Context: an optimization exercise on an open-source flow, tuned for small area, a short achievable clock period and few clock cycles. The choices shown serve that exercise and are no tape-out recipe. Only simulation tests tie the RTL to the original design; equivalence was not proved. Power and IR drop assume default switching activity.

==> flow/design.v (excerpt) <==
module pi_dma (
    input  wire        clk,
    input  wire        rst,             
    input  wire        reg_valid,
    input  wire        reg_we,
    input  wire [3:0]  reg_idx,         
    input  wire [31:0] reg_wdata,
    output reg         reg_ready,       
    output reg         reg_rvalid,
    output reg  [31:0] reg_rdata,
    output reg         irq_out,
    input  wire [31:0] image_size,
    output reg         sys_req,
    output reg         sys_we,
    output wire [19:0] sys_addr,
    output wire [63:0] sys_wdata,
    output wire [7:0]  sys_wstrb,
    input  wire        sys_gnt,
    input  wire        sys_rvalid,
    input  wire [63:0] sys_rdata,
    output reg         st_req,
    output reg         st_we,
    output wire [11:0] st_addr,
    output wire [63:0] st_wdata,
    output wire [7:0]  st_wstrb,
    input  wire        st_gnt,
    input  wire        st_rvalid,
    input  wire [63:0] st_rdata,
    output reg         im_req,
    output wire [24:0] im_addr,
    input  wire        im_gnt,
    input  wire        im_rvalid,
    input  wire [63:0] im_rdata
);
Size in the first run: roughly 760 flip-flops.
Settings: LEC_CHECK=0, CAP_MARGIN=20, CORE_MARGIN=2, CORE_UTILIZATION=40, CTS_CLUSTER_DIAMETER=150, CTS_CLUSTER_SIZE=18, SETUP_SLACK_MARGIN=5, SLEW_MARGIN=20, TNS_END_PERCENT=10; clock period 8.0 ns.
standard.sh (not shown) runs the stock make flow with config.mk's settings and CLKGATE_MAP_FILE= SYNTH_SCRIPT=/design/flow/synth_recipe.tcl, a recipe that flattens the netlist after the stock synthesis.
==> flow/flow/run.sh <==
#!/bin/bash
# Standard layout (the standard.sh, unchanged synthesis), with one change:
# the port buffers that global placement inserts on every input and output
# are sky130_fd_sc_hd__buf_2 instead of the tool's default pick.
set -euo pipefail
export BUFFER_PORTS_ARGS="-buffer_cell sky130_fd_sc_hd__buf_2"
bash standard.sh > standard_make.log 2>&1
Testbench counts at the start, summed over its fixed seeds: cycles 10,803.
Next try:
--- a/flow/design.v
+++ b/flow/design.v
@@ -72,19 +72,20 @@
     reg [1:0]  ocnt;                    
     reg [1:0]  dcnt;                    
     reg        rd_all;                  
     reg        arr_first, emit_first, arr_done, emit_done;
     reg [63:0] cur;                     
     reg [63:0] wdata;
     reg [7:0]  wstrb;
     wire r_gnt = s_sys ? sys_gnt : s_st ? st_gnt : im_gnt;
     wire r_val = s_sys ? sys_rvalid : s_st ? st_rvalid : im_rvalid;
-    wire [63:0] r_data = s_sys ? sys_rdata : s_st ? st_rdata : im_rdata;
+    wire [63:0] r_data = ({64{s_sys}} & sys_rdata) | ({64{s_st}} & st_rdata) |
+                         ({64{s_im}} & im_rdata);
     wire w_gnt = dir ? sys_gnt : st_gnt;
     wire g      = rq && r_gnt;          
     wire w_done = wp && w_gnt;          
     wire w_free = !wp || w_gnt;
     wire [1:0]  ri_nx  = (ri == 2'd3) ? ri : ri + {1'b0, g};
     wire [21:0] room_w = room_q[24:3];
     wire        room_hi = room_q[28:25] != 4'd0;
     wire        len_ge = !room_hi && (lenp1 > room_w);          
     wire [3:0]  k1     = 4'd8 - {1'b0, slo};                    
After rerunning:
- cell area goes up by 0.65%
- non-clock buffer count goes up by 64
- via count went up by 3.1%
- hold slack gets worse by 6.0 ps
- setup slack gains 150 ps
- global-route usage is higher by 0.52 points
- first-iteration DRC count rises by 23%
- routed wire length went up by 1.7%
- area after synthesis came out lower by 0.61%
- count of clock-buffer cells in the layout went up by 1
Testbench counts after the change, summed over its fixed seeds: cycles 10,803.

* * *

the previous run:
pi_dma again, from the RTL that the note above started with.
clock: 8.0 ns
lec_check: 0
cap_margin: 20
core_margin: 2
core_utilization: 40
cts_cluster_diameter: 150
cts_cluster_size: 18
setup_slack_margin: 5
slew_margin: 20
tns_end_percent: 15
Scripts as last shown in full above: flow/flow/run.sh
The previous run: done, clean on timing, DRC and antenna
Testbench counts of the previous run, summed over its fixed seeds: cycles 10,803.
--- input diff the previous run..the current run ---
diff --git a/flow/design.v b/flow/design.v
--- a/flow/design.v
+++ b/flow/design.v
@@ -73,17 +73,18 @@
     reg [1:0]  dcnt;                    
     reg        rd_all;                  
     reg        arr_first, emit_first, arr_done, emit_done;
     reg [63:0] cur;                     
     reg [63:0] wdata;
     reg [7:0]  wstrb;
     wire r_gnt = s_sys ? sys_gnt : s_st ? st_gnt : im_gnt;
     wire r_val = s_sys ? sys_rvalid : s_st ? st_rvalid : im_rvalid;
-    wire [63:0] r_data = s_sys ? sys_rdata : s_st ? st_rdata : im_rdata;
+    wire [63:0] r_data = ({64{s_sys}} & sys_rdata) | ({64{s_st}} & st_rdata) |
+                         ({64{s_im}} & im_rdata);
     wire w_gnt = dir ? sys_gnt : st_gnt;
     wire g      = rq && r_gnt;          
     wire w_done = wp && w_gnt;          
     wire w_free = !wp || w_gnt;
     wire [1:0]  ri_nx  = (ri == 2'd3) ? ri : ri + {1'b0, g};
     wire [21:0] room_w = room_q[24:3];
     wire        room_hi = room_q[28:25] != 4'd0;
     wire        len_ge = !room_hi && (lenp1 > room_w);          
Notes after the runs:
Compared with the previous run, in the current run maximum frequency climbed 5.6%; routed via count moved up; layout overhead on the synthesized area picked up an extra 3.1 points; cell area after synthesis moved down. Compared with the previous run, the current run shows a higher part of the total power dissipated in combinational logic. Compare the previous run and the current run | first-pass iteration count of the detailed router higher: the current run. Core utilization: the current run higher than the previous run. The lower count of plain and timing-repair buffers of the previous run and the current run is in the previous run. The previous run → the current run: area of the core fell about 1.1%, clock network fraction of total power fell 0.7 points, post-synthesis simple-gate area fraction rose 0.72 points. Shortest clock period the worst path allows after layout on the current run is ahead of the previous run.
Testbench counts of the current run, summed over its fixed seeds: cycles 10,803.

## static timing again, ports no longer ideal
The flow's constraints put no driver on any port. The routed layouts listed below were extracted and timed again, unchanged, in two steps.
Step 1 sets driving cells, clkbuf_16 on the clock port and buf_2 on the other inputs (assumed; they add their load-dependent delay and slew).
Step 2 times the ports against the registers' clock, not the clock port: input delays grow and output delays shrink by t, the midpoint of the rising clock arrivals with the driver on.
Slacks: ideal ports / drivers / drivers and shift; pairs: ideal ports / drivers.
| run | t (ns) | slack for setup (ns) | worst register clock-pin slew, ns | worst slew at a driven data input, ns | pins driven straight from the clock port |
|---|---|---|---|---|---|
| the first run of note 1 | 0.732 | 4.691 / 4.561 / 3.829 | 0.10 / 0.10 | 0.22 | 1 |
| the second run of note 1 | 0.703 | 4.843 / 4.832 / 4.129 | 0.10 / 0.10 | 0.15 | 1 |
| the previous run | 0.730 | 4.630 / 4.550 / 3.820 | 0.10 / 0.10 | 0.21 | 1 |
| the current run | 0.718 | 4.810 / 4.804 / 4.086 | 0.11 / 0.11 | 0.32 | 1 |
After both steps setup and hold are still met in every run listed. The setup slack of the first run of note 1, which loses most, moves by -0.130 ns with the drivers and by -0.862 ns with both steps.
